This is an optimization exercise on Yosys and OpenROAD, whose aim is small area and few clock cycles, not a production implementation.
The RTL was checked by simulation tests, not by an equivalence proof against the original design.
Power and IR drop assume default switching activity.

<file path="config.mk">
export PLATFORM = sky130hd
export DESIGN_NAME = crush_fp
export DESIGN_NICKNAME = crush_fp
export VERILOG_FILES = /design/flow/design.v
export SDC_FILE = /design/flow/constraint.sdc
export NUM_CORES = 4
export LEC_CHECK = 0
export CAP_MARGIN = 20
export CORE_MARGIN = 2
export CORE_UTILIZATION = 40
export SLEW_MARGIN = 20
</file>
<file path="constraint.sdc">
create_clock -name core_clock -period 10.0 [get_ports {clk}]
set_input_delay 2.0000 -clock core_clock [delete_from_list [all_inputs] [get_ports {clk}]]
set_output_delay 2.0000 -clock core_clock [all_outputs]
set_load 0.01 [all_outputs]
</file>
<file path="design.v">
module crush_parser #(
    parameter [7:0] SENTINEL = 8'h24,
    parameter       CAPACITY = 80
) (
    input  wire        clk,
    input  wire        rst,
    input  wire        in_fire,       
    input  wire [7:0]  in_byte,
    output reg         err_parse,
    output reg         err_checksum,
    output reg         err_overflow,
    output reg         dispatch,
    output wire [7:0]  cmd,
    output wire [31:0] address,
    output wire [6:0]  payload_len,
    output wire [31:0] req_len,       
    input  wire [6:0]  buf_raddr,
    output wire [7:0]  buf_rdata
);
    localparam [3:0] S_WAIT = 4'd0,
                     S_CMD  = 4'd1,
                     S_WID  = 4'd2,
                     S_LH   = 4'd3,
                     S_LL   = 4'd4,
                     S_ADDR = 4'd5,
                     S_PH   = 4'd6,
                     S_PL   = 4'd7,
                     S_CH   = 4'd8,
                     S_CL   = 4'd9;
    reg  [3:0]  state;
    reg  [7:0]  command;
    reg  [1:0]  width;
    reg  [7:0]  remaining;
    reg  [31:0] addr_acc;
    reg  [7:0]  ck_acc;
    reg  [6:0]  cursor;
    reg  [3:0]  hold;
    reg  [2:0]  k;
    reg  [31:0] reqlen;
    reg  [7:0]  payload [0:CAPACITY-1];
    wire       is_digit = (in_byte >= 8'h30) && (in_byte <= 8'h39);
    wire       is_upper = (in_byte >= 8'h41) && (in_byte <= 8'h46);
    wire       is_lower = (in_byte >= 8'h61) && (in_byte <= 8'h66);
    wire       is_hex   = is_digit || is_upper || is_lower;
    wire [3:0] nib      = is_digit ? in_byte[3:0] : (in_byte[3:0] + 4'd9);
    wire       is_req   = (in_byte == 8'h57) || (in_byte == 8'h52) || (in_byte == 8'h4A);
    wire       is_wid   = (in_byte == 8'h31) || (in_byte == 8'h32) || (in_byte == 8'h33);
    wire [7:0] rem_dec  = remaining - 8'd1;
    wire [2:0] last_k   = {width, 1'b1};             
    wire [7:0] ck_low   = ck_acc + {4'd0, nib};
    assign cmd         = command;
    assign address     = addr_acc;
    assign payload_len = cursor;
    assign req_len     = reqlen;
    assign buf_rdata   = payload[buf_raddr];
    always @(*) begin
        err_parse    = 1'b0;
        err_checksum = 1'b0;
        err_overflow = 1'b0;
        dispatch     = 1'b0;
        case (state)
            S_WAIT: ;
            S_CMD:  err_parse = !is_req;
            S_WID:  err_parse = !is_wid;
            S_LH, S_LL, S_PH: err_parse = !is_hex;
            S_ADDR, S_CH: err_parse = !is_hex || (remaining == 8'd0);
            S_PL: begin
                err_parse    = !is_hex;
                err_overflow = is_hex && (cursor == CAPACITY);
            end
            S_CL: begin
                err_parse    = !is_hex || (remaining != 8'd1);
                err_checksum = is_hex && (remaining == 8'd1) && (ck_low != 8'd0);
                dispatch     = is_hex && (remaining == 8'd1) && (ck_low == 8'd0);
            end
            default: err_parse = 1'b1;
        endcase
    end
    wire session_reset = err_parse || err_checksum || err_overflow || dispatch;
    always @(posedge clk) begin
        if (rst) begin
            state     <= S_WAIT;
            command   <= 8'd0;
            width     <= 2'd0;
            remaining <= 8'd0;
            addr_acc  <= 32'd0;
            ck_acc    <= 8'd0;
            cursor    <= 7'd0;
            hold      <= 4'd0;
            k         <= 3'd0;
            reqlen    <= 32'd0;
        end else if (in_fire) begin
            if (session_reset) begin
                state     <= S_WAIT;
                command   <= 8'd0;
                width     <= 2'd0;
                remaining <= 8'd0;
                addr_acc  <= 32'd0;
                ck_acc    <= 8'd0;
                cursor    <= 7'd0;
                hold      <= 4'd0;
                k         <= 3'd0;
                reqlen    <= 32'd0;
            end else begin
                case (state)
                    S_WAIT: if (in_byte == SENTINEL) begin
                        ck_acc    <= 8'd0;
                        remaining <= 8'd0;
                        addr_acc  <= 32'd0;
                        cursor    <= 7'd0;
                        hold      <= 4'd0;
                        k         <= 3'd0;
                        reqlen    <= 32'd0;
                        state     <= S_CMD;
                    end
                    S_CMD: begin
                        command <= in_byte;
                        ck_acc  <= ck_acc + in_byte;
                        state   <= S_WID;
                    end
                    S_WID: begin
                        width  <= in_byte[1:0];
                        ck_acc <= ck_acc + in_byte;
                        state  <= S_LH;
                    end
                    S_LH: begin
                        remaining <= {nib, 4'd0};
                        ck_acc    <= ck_acc + in_byte;
                        state     <= S_LL;
                    end
                    S_LL: begin
                        remaining <= {remaining[7:4], nib};
                        ck_acc    <= ck_acc + in_byte;
                        k         <= 3'd0;
                        state     <= S_ADDR;
                    end
                    S_ADDR: begin
                        remaining <= rem_dec;
                        addr_acc  <= {addr_acc[27:0], nib};
                        ck_acc    <= ck_acc + in_byte;
                        k         <= k + 3'd1;
                        if (k == last_k)
                            state <= (rem_dec >= 8'd4) ? S_PH : S_CH;
                    end
                    S_PH: begin
                        remaining <= rem_dec;
                        hold      <= nib;
                        ck_acc    <= ck_acc + in_byte;
                        state     <= S_PL;
                    end
                    S_PL: begin
                        remaining       <= rem_dec;
                        payload[cursor] <= {hold, nib};
                        cursor          <= cursor + 7'd1;
                        reqlen          <= {reqlen[23:0], hold, nib};
                        ck_acc          <= ck_acc + in_byte;
                        state           <= (rem_dec >= 8'd4) ? S_PH : S_CH;
                    end
                    S_CH: begin
                        remaining <= rem_dec;
                        ck_acc    <= ck_acc + {nib, 4'd0};
                        state     <= S_CL;
                    end
                    default: state <= S_WAIT;
                endcase
            end
        end
    end
endmodule
module crush_encoder #(
    parameter [7:0] SENTINEL   = 8'h24,
    parameter [7:0] TERMINATOR = 8'h0A
) (
    input  wire        clk,
    input  wire        rst,
    input  wire        start,         
    input  wire [7:0]  start_cmd,
    input  wire [31:0] start_addr,
    input  wire [6:0]  start_len,     
    output wire        busy,
    output wire        done,          
    output wire        pl_req,
    output wire [6:0]  pl_idx,
    input  wire        pl_ack,
    input  wire [7:0]  pl_byte,
    output reg         tx_valid,
    output reg  [7:0]  tx_data,
    input  wire        tx_ready
);
    localparam [3:0] E_IDLE = 4'd0,
                     E_SENT = 4'd1,
                     E_CMD  = 4'd2,
                     E_WID  = 4'd3,
                     E_LH   = 4'd4,
                     E_LL   = 4'd5,
                     E_ADDR = 4'd6,
                     E_FET  = 4'd7,
                     E_PH   = 4'd8,
                     E_PL   = 4'd9,
                     E_CH   = 4'd10,
                     E_CL   = 4'd11,
                     E_TERM = 4'd12;
    function [7:0] hex;
        input [3:0] n;
        hex = (n <= 4'd9) ? (8'h30 + {4'd0, n}) : (8'h37 + {4'd0, n});
    endfunction
    reg [3:0]  st;
    reg [7:0]  cmd;
    reg [1:0]  width;
    reg [7:0]  len;
    reg [31:0] ashift;      
    reg [2:0]  dig;         
    reg [6:0]  n;           
    reg [6:0]  idx;         
    reg [7:0]  data;        
    reg [7:0]  ck;          
    wire [1:0] w_new  = (start_addr[31:16] == 16'd0) ? 2'd1 :
                        (start_addr[31:24] == 8'd0)  ? 2'd2 : 2'd3;
    wire [7:0] ckv    = 8'd0 - ck;
    assign busy   = (st != E_IDLE);
    assign pl_req = (st == E_FET);
    assign pl_idx = idx;
    always @(*) begin
        tx_valid = 1'b1;
        case (st)
            E_SENT:  tx_data = SENTINEL;
            E_CMD:   tx_data = cmd;
            E_WID:   tx_data = 8'h30 + {6'd0, width};
            E_LH:    tx_data = hex(len[7:4]);
            E_LL:    tx_data = hex(len[3:0]);
            E_ADDR:  tx_data = hex(ashift[31:28]);
            E_PH:    tx_data = hex(data[7:4]);
            E_PL:    tx_data = hex(data[3:0]);
            E_CH:    tx_data = hex(ckv[7:4]);
            E_CL:    tx_data = hex(ckv[3:0]);
            E_TERM:  tx_data = TERMINATOR;
            default: begin tx_valid = 1'b0; tx_data = 8'h00; end
        endcase
    end
    wire fire = tx_valid && tx_ready;
    assign done = fire && (st == E_TERM);
    always @(posedge clk) begin
        if (rst) begin
            st <= E_IDLE;
        end else begin
            case (st)
                E_IDLE: if (start) begin
                    cmd   <= start_cmd;
                    width <= w_new;
                    len   <= {5'd0, w_new, 1'b0} + 8'd2 + {start_len, 1'b0} + 8'd2;
                    ashift <= (w_new == 2'd1) ? {start_addr[15:0], 16'd0} :
                              (w_new == 2'd2) ? {start_addr[23:0], 8'd0} : start_addr;
                    dig   <= {w_new, 1'b1};
                    n     <= start_len;
                    idx   <= 7'd0;
                    ck    <= 8'd0;
                    st    <= E_SENT;
                end
                E_SENT: if (fire) st <= E_CMD;
                E_CMD:  if (fire) begin ck <= ck + tx_data; st <= E_WID; end
                E_WID:  if (fire) begin ck <= ck + tx_data; st <= E_LH; end
                E_LH:   if (fire) begin ck <= ck + tx_data; st <= E_LL; end
                E_LL:   if (fire) begin ck <= ck + tx_data; st <= E_ADDR; end
                E_ADDR: if (fire) begin
                    ck     <= ck + tx_data;
                    ashift <= {ashift[27:0], 4'd0};
                    dig    <= dig - 3'd1;
                    if (dig == 3'd0)
                        st <= (n == 7'd0) ? E_CH : E_FET;
                end
                E_FET:  if (pl_ack) begin data <= pl_byte; st <= E_PH; end
                E_PH:   if (fire) begin ck <= ck + tx_data; st <= E_PL; end
                E_PL:   if (fire) begin
                    ck  <= ck + tx_data;
                    idx <= idx + 7'd1;
                    st  <= (idx + 7'd1 == n) ? E_CH : E_FET;
                end
                E_CH:   if (fire) st <= E_CL;
                E_CL:   if (fire) st <= E_TERM;
                E_TERM: if (fire) st <= E_IDLE;
                default: st <= E_IDLE;
            endcase
        end
    end
endmodule
module crush_fp (
    input  wire        clk,
    input  wire        rst,
    input  wire        rx_valid,
    input  wire [7:0]  rx_data,
    output wire        rx_ready,
    output wire        tx_valid,
    output wire [7:0]  tx_data,
    input  wire        tx_ready,
    input  wire        ind_valid,
    input  wire [31:0] ind_addr,
    input  wire [2:0]  ind_len,
    input  wire [31:0] ind_data,
    output wire        ind_ready,
    output reg         mem_valid,
    output reg  [1:0]  mem_op,        
    output reg  [31:0] mem_addr,
    output reg  [7:0]  mem_wdata,
    input  wire        mem_ready,
    input  wire [15:0] mem_rdata,
    output reg  [2:0]  status
);
    localparam [7:0] SENTINEL = 8'h24;
    localparam       CHUNK    = 34;
    localparam [1:0] OP_WRITE = 2'd1, OP_READ = 2'd2, OP_INVOKE = 2'd3;
    localparam [3:0] D_IDLE   = 4'd0,
                     D_WRITE  = 4'd1,
                     D_WREPLY = 4'd2,
                     D_RCHUNK = 4'd3,
                     D_RSEND  = 4'd4,
                     D_INVOKE = 4'd5,
                     D_JREPLY = 4'd6,
                     D_IREPLY = 4'd7;
    reg  [3:0]  dstate;
    reg  [31:0] d_addr;       
    reg  [31:0] d_cursor;     
    reg  [31:0] d_remain;     
    reg  [6:0]  d_len;        
    reg  [6:0]  d_idx;        
    reg  [15:0] d_value;      
    reg  [31:0] i_data;       
    reg  [2:0]  i_len;
    wire        p_err_parse, p_err_ck, p_err_ovf, p_dispatch;
    wire [7:0]  p_cmd;
    wire [31:0] p_addr, p_reqlen;
    wire [6:0]  p_len;
    wire [7:0]  buf_rdata;
    assign rx_ready  = (dstate == D_IDLE) && !ind_valid;
    assign ind_ready = (dstate == D_IDLE);
    wire   rx_fire   = rx_valid && rx_ready;
    wire   ind_fire  = ind_valid && ind_ready;
    crush_parser #(.SENTINEL(SENTINEL), .CAPACITY(80)) u_parser (
        .clk(clk), .rst(rst),
        .in_fire(rx_fire), .in_byte(rx_data),
        .err_parse(p_err_parse), .err_checksum(p_err_ck), .err_overflow(p_err_ovf),
        .dispatch(p_dispatch),
        .cmd(p_cmd), .address(p_addr), .payload_len(p_len), .req_len(p_reqlen),
        .buf_raddr(d_idx), .buf_rdata(buf_rdata)
    );
    reg         e_start;
    reg  [7:0]  e_cmd;
    reg  [31:0] e_addr;
    reg  [6:0]  e_len;
    wire        e_busy, e_done, e_pl_req;
    wire [6:0]  e_pl_idx;
    reg         e_pl_ack;
    reg  [7:0]  e_pl_byte;
    crush_encoder #(.SENTINEL(SENTINEL)) u_enc (
        .clk(clk), .rst(rst),
        .start(e_start), .start_cmd(e_cmd), .start_addr(e_addr), .start_len(e_len),
        .busy(e_busy), .done(e_done),
        .pl_req(e_pl_req), .pl_idx(e_pl_idx), .pl_ack(e_pl_ack), .pl_byte(e_pl_byte),
        .tx_valid(tx_valid), .tx_data(tx_data), .tx_ready(tx_ready)
    );
    wire [31:0] chunk = (d_remain > CHUNK) ? CHUNK : d_remain;
    always @(*) begin
        e_start   = 1'b0;
        e_cmd     = 8'h00;
        e_addr    = d_addr;
        e_len     = 7'd0;
        e_pl_ack  = 1'b0;
        e_pl_byte = 8'h00;
        mem_valid = 1'b0;
        mem_op    = 2'd0;
        mem_addr  = 32'd0;
        mem_wdata = 8'h00;
        case (dstate)
            D_WRITE: begin
                mem_valid = 1'b1;
                mem_op    = OP_WRITE;
                mem_addr  = d_cursor;
                mem_wdata = buf_rdata;
            end
            D_WREPLY: begin
                e_start = !e_busy;
                e_cmd   = 8'h77;           
            end
            D_RCHUNK: begin
                e_start = (d_remain != 32'd0);
                e_cmd   = 8'h72;           
                e_addr  = d_cursor;
                e_len   = chunk[6:0];
            end
            D_RSEND: begin
                mem_valid = e_pl_req;
                mem_op    = OP_READ;
                mem_addr  = d_cursor + {25'd0, e_pl_idx};
                e_pl_ack  = mem_ready;
                e_pl_byte = mem_rdata[7:0];
            end
            D_INVOKE: begin
                mem_valid = 1'b1;
                mem_op    = OP_INVOKE;
                mem_addr  = d_addr;
            end
            D_JREPLY: begin
                e_start   = !e_busy;
                e_cmd     = 8'h6A;         
                e_len     = 7'd2;
                e_pl_ack  = 1'b1;
                e_pl_byte = (e_pl_idx == 7'd0) ? d_value[15:8] : d_value[7:0];
            end
            D_IREPLY: begin
                e_start   = !e_busy;
                e_cmd     = 8'h49;         
                e_len     = {4'd0, i_len};
                e_pl_ack  = 1'b1;
                e_pl_byte = i_data[31:24];
            end
            default: ;
        endcase
    end
    always @(posedge clk) begin
        if (rst) begin
            dstate <= D_IDLE;
            status <= 3'b000;
        end else begin
            if (rx_fire)
                status <= status | {p_err_ovf, p_err_ck, p_err_parse};
            case (dstate)
                D_IDLE: begin
                    if (ind_fire) begin
                        d_addr <= ind_addr;
                        i_len  <= ind_len;
                        i_data <= ind_data;
                        dstate <= D_IREPLY;
                    end else if (rx_fire && p_dispatch) begin
                        d_addr   <= p_addr;
                        d_cursor <= p_addr;
                        d_len    <= p_len;
                        d_idx    <= 7'd0;
                        d_remain <= p_reqlen;
                        if (p_cmd == 8'h57)      dstate <= (p_len == 7'd0) ? D_WREPLY : D_WRITE;
                        else if (p_cmd == 8'h52) dstate <= D_RCHUNK;
                        else                     dstate <= D_INVOKE;
                    end
                end
                D_WRITE: if (mem_ready) begin
                    d_cursor <= d_cursor + 32'd1;
                    d_idx    <= d_idx + 7'd1;
                    if (d_idx + 7'd1 == d_len) dstate <= D_WREPLY;
                end
                D_WREPLY: if (e_done) dstate <= D_IDLE;
                D_RCHUNK: begin
                    if (d_remain == 32'd0) begin
                        dstate <= D_IDLE;
                    end else begin
                        d_len  <= chunk[6:0];
                        dstate <= D_RSEND;
                    end
                end
                D_RSEND: if (e_done) begin
                    d_cursor <= d_cursor + {25'd0, d_len};
                    d_remain <= d_remain - {25'd0, d_len};
                    dstate   <= D_RCHUNK;
                end
                D_INVOKE: if (mem_ready) begin
                    d_value <= mem_rdata;
                    dstate  <= D_JREPLY;
                end
                D_JREPLY: if (e_done) dstate <= D_IDLE;
                D_IREPLY: begin
                    if (e_pl_req) i_data <= {i_data[23:0], 8'h00};
                    if (e_done) dstate <= D_IDLE;
                end
                default: dstate <= D_IDLE;
            endcase
        end
    end
endmodule
</file>
<file path="run.sh">
#!/bin/bash
# synth_recipe.tcl (not shown) runs the flow's synth.tcl, then flattens the netlist and writes it again
# the make line also repeats each setting of config.mk as NAME=value (left out here)
make -C /OpenROAD-flow-scripts/flow DESIGN_CONFIG=/design/flow/config.mk WORK_HOME=/design/flow/orfs CLKGATE_MAP_FILE= SYNTH_SCRIPT=/design/flow/synth_recipe.tcl finish
</file>
==> impl_metrics.csv <==
group,metric,value,unit
synthesis,synth_top_cell_by_area,"edfxtp_1",
synthesis,synth-edff-count,881,
floorplanning,ios,154,
synthesis,yosys_warnings,3,
grt,grt_max_degree,105,
synthesis,yosys.area.top_type_share,57.05,%
timing,finalMaxSlewViolations,0,
timing,rsz0062_at_grt,"no",
hold_path,whs_path_depth,2,
clock_tree,cts.sinks,1006,
grt,grt-ovfl-total,0,
setup_path,critPathRequiredTime,8.00,ns
power_and_ir_drop,p_leak,0.01819,µW
routing,drt_wl_total,120500,µm
setup_path,worst_r2r_endpoint,"d_cursor[17]$_DFFE_PP_",
timing,relSlewSlack,22.81,%
setup_path,path_cells,"nand2b_1 -> inv_1 -> nand2_1 -> nor2_1 -> a22o_1 -> clkdlybuf4s50_1",
floorplanning,die_w,344.5,µm
floorplanning,core_area,0.1147,mm²
timing,tightest_slew,1.145,ns
setup_path,crit_fanout,41,
hold_path,hp-class,"reg -> reg",
final_layout,layout_common_cells,"edfxtp_1 (881), nand2_1 (388), nor2_1 (327), a21oi_1 (202), mux4_2 (200)",
hold_path,hold_path_end,"u_parser.reqlen[28]$_SDFFE_PP0P_",
synthesis,synthTopCellsByArea,"edfxtp_1 (57%), mux4_2 (9.7%), dfxtp_1 (5.4%)",
routing,drt-vias-per-instance,5.687,
synthesis,synth_cells,3455,
setup_path,cp-end-kind,"output pin",
timing,finalSetupViolations,0,
clock_tree,cts_setup_buffers,0,
timing,whs,0.4552,ns
final_layout,layout-drive-gt1-share,13.44,%
setup_path,critical-path-max-stage-delay,0.93,ns
setup_path,arrival,4.87,ns
setup_path,r2r-start,"dstate[0]$_SDFFE_PP0P_",
setup_path,r2r_slack,5.02,ns
place,portBuffers,152,
routing,drt_iter0_drc,2955,
setup_path,start_kind,"register",
power_and_ir_drop,peakVddDrop,0.1429,mV
grt,grt_pass1_vias,28660,
routing,drc,0,
floorplanning,dieArea,0.1187,mm²
clock_tree,cts_tree,"yes",
final_layout,area_growth,14.35,%
floorplanning,die_y,344.5,µm
timing,post-route-period-util,68.72,%
timing,fmax,145.5,MHz
place,dpl.hpwl,79010,µm
setup_path,critPathBufInv,2,
final_layout,layout_commonest_cell,"edfxtp_1",
timing,fin_crit,6.872,ns
place,gp_congestion,0.8920,
clock_tree,cts_buffers,101,
timing,skew,0.04564,ns
hold_path,hp-start,"u_parser.reqlen[28]$_SDFFE_PP0P_",
grt,track_usage,20.19,%
clock_tree,cts_resized,0,
grt,antenna_found_initial,0,
clock_tree,holdBufCountCts,0,
routing,detail-route-antenna-nets,0,
clock_tree,max-clock-path-buffers,3,
floorplanning,num_rows,124,
setup_path,critical-path-slowest-cell,"nor2_1",
setup_path,critPathKind,"reg -> out",
routing,firstDrtPassIters,6,
status,status,"complete, no violations",
clock_tree,clk_pin_slew,0.06,ns
final_layout,layout.nets,3732,
setup_path,cp_top_family,"simple AND/OR/NAND/NOR gates",
clock_tree,cts.htree.levels,3,
power_and_ir_drop,p_per_area,212.1,mW/mm²
floorplanning,start_util,40.44,%
timing,finalHoldViolations,0,
synthesis,async_flop_share,0,%
final_layout,num_antenna_cells,0,
synthesis,ys_seq_elements,1006,
synthesis,netlist_area,0.04637,mm²
synthesis,synthFlopType,"edfxtp_1",
synthesis,synth_seq_area_share,62.45,%
routing,vias,29250,
synthesis,syn_avg_cell_area,13.42,µm²
routing,routedWlPerCell,23.43,µm
synthesis,synth_cell_types,83,
timing,final.setup.tns,0,ns
clock_tree,insertion_delay,0.69,ns
run,max-cap-violations,0,
clock_tree,root_buffer,"clkbuf_16",
setup_path,worstRegToRegCells,12,
grt,grt_first_pass_wirelength,182500,µm
[tightest hold or removal path, delay by kind of cell (launching register included)]
kind            cells  cell delay (ns)
simple gates        1             0.05
flops               1             0.31
compound gates      1             0.05
[report_power, final]
part / total, µW / switching (µW) / internal [µW]
clock: 4010 / 1660 / 2350
sequential: 5060 / 223 / 4830
combinational: 2180 / 1330 / 852
[synth_stat cells, types with 6 or more instances]
cell type    n
o22ai_1     12
mux2_2      33
a32oi_1     10
or4_1       16
and3_1      19
edfxtp_1   881
o31ai_1     12
o2bb2ai_1    6
nor4_1      32
a22oi_1     27
o21ai_0    118
nand2_1    390
a221o_1      8
mux2i_1     47
fa_1         8
nand3b_1    12
or2_2        9
a31oi_1     16
and2_1      19
xnor2_1     84
nor3_1      77
o41ai_1      7
nor2_1     330
o211ai_1    11
mux4_2     200
a22o_1      46
buf_1       39
clkbuf_1   156
a211oi_1    19
a21oi_1    204
buf_2       12
nand4_1     13
a21o_1      23
or3_1       16
o21a_1      11
nor2b_1     41
nand3_1     61
xor2_1      43
ha_1        79
inv_1       75
o21ai_1      6
nand2b_1    12
dfxtp_1    125
[routing by layer]
metal,up-vias,GRT usage (%),part of all wire (%)
li1,13320,-,-
met1,14560,28.85,44
met2,1195,32.32,47
met3,178,3.219,6.9
met4,0,5.027,2.2
met5,-,0,0
[registers in the layout, summed over array words and instances, names as in the netlist, 16 cells and up, named ones only]
| name | count |
|---|---|
| d_value | 16 |
| d_cursor | 32 |
| i_data | 32 |
| u_enc.ashift | 32 |
| u_parser.reqlen | 32 |
| u_parser.payload | 640 |
| d_addr | 32 |
| d_remain | 32 |
| u_parser.addr_acc | 32 |
[worst max-delay path by stage]
stage / startpoint / endpoint / slack [ns] / depth (start not counted)
final: dstate[0]$_SDFFE_PP0P_ / mem_wdata[6] / 3.13 / 6
after global routing: dstate[0]$_SDFFE_PP0P_ / mem_addr[31] / 2.88 / 7
after CTS: dstate[0]$_SDFFE_PP0P_ / mem_wdata[6] / 3.09 / 6
after detailed placement: rx_data[1] / d_addr[28]$_DFFE_PP_ / 2.78 / 14
after global placement: rx_data[1] / d_addr[28]$_DFFE_PP_ / 2.85 / 14
after floorplan: rx_data[0] / d_cursor[0]$_DFFE_PP_ / 0.31 / 14
[cells by family (layout without fill, tap and decap cells)]
| family | count (synthesis) | count (layout) | share of synthesized area, % |
|---|---|---|---|
| compound gates | 587 | 587 | 8.043 |
| xor+xnor | 130 | 130 | 2.544 |
| fa+ha+maj | 87 | 87 | 2.477 |
| buf+inv | 288 | 462 | 2.407 |
| flops | 1006 | 1006 | 62.45 |
| mux | 281 | 281 | 11.56 |
| other cells | 1 | 3 | 0.008087 |
| simple gates | 1075 | 1075 | 10.51 |
[stage by stage]
stage	instances	area, µm²	utilization [%]	total power [µW]	setup WS, ns
3_5_place_dp	4956	49450	43.13	7305	2.779
6_report	5143	53020	46.25	11250	3.128
5_1_grt	5143	53020	46.25	11680	2.878
4_1_cts	5142	52990	46.22	11300	3.092
2_1_floorplan	3457	46380	-	6477	0.3134
3_3_place_gp	4955	49420	43.11	7288	2.847
[layout make-up]
cell class	count	area, µm²
Inverter	77	289.0
Tap cell	1512	1892
Fill cell	10010	61630
Sequential cell	1006	28980
Clock buffer	126	2754
Timing Repair Buffer	199	1914
Clock inverter	60	788.3
Multi-Input combinational cell	2163	16410
Testbench counts, summed over its fixed seeds: cycles 67,665.

==> what the ideal ports hide <==
No port has a modelled driver above. Below, the same layout with a new extraction and two added sets of constraints.
Step 1 assumes that a clkbuf_16 drives the clock port and a buf_2 every other input.
Step 2 times the ports against the registers' clock, not the clock port: input delays grow and output delays shrink by t, the midpoint of the rising clock arrivals with the driver on.
Three values: ideal, step 1, step 2; two values: the first two.
t (ns): 0.737
slack for setup (ns): 3.128 / 3.060 / 2.892
latest minus earliest clock arrival (ns): 0.046 / 0.046
After both steps setup and hold are still met in this run. The setup slack of this run moves by -0.068 ns with the drivers and by -0.236 ns with both steps.
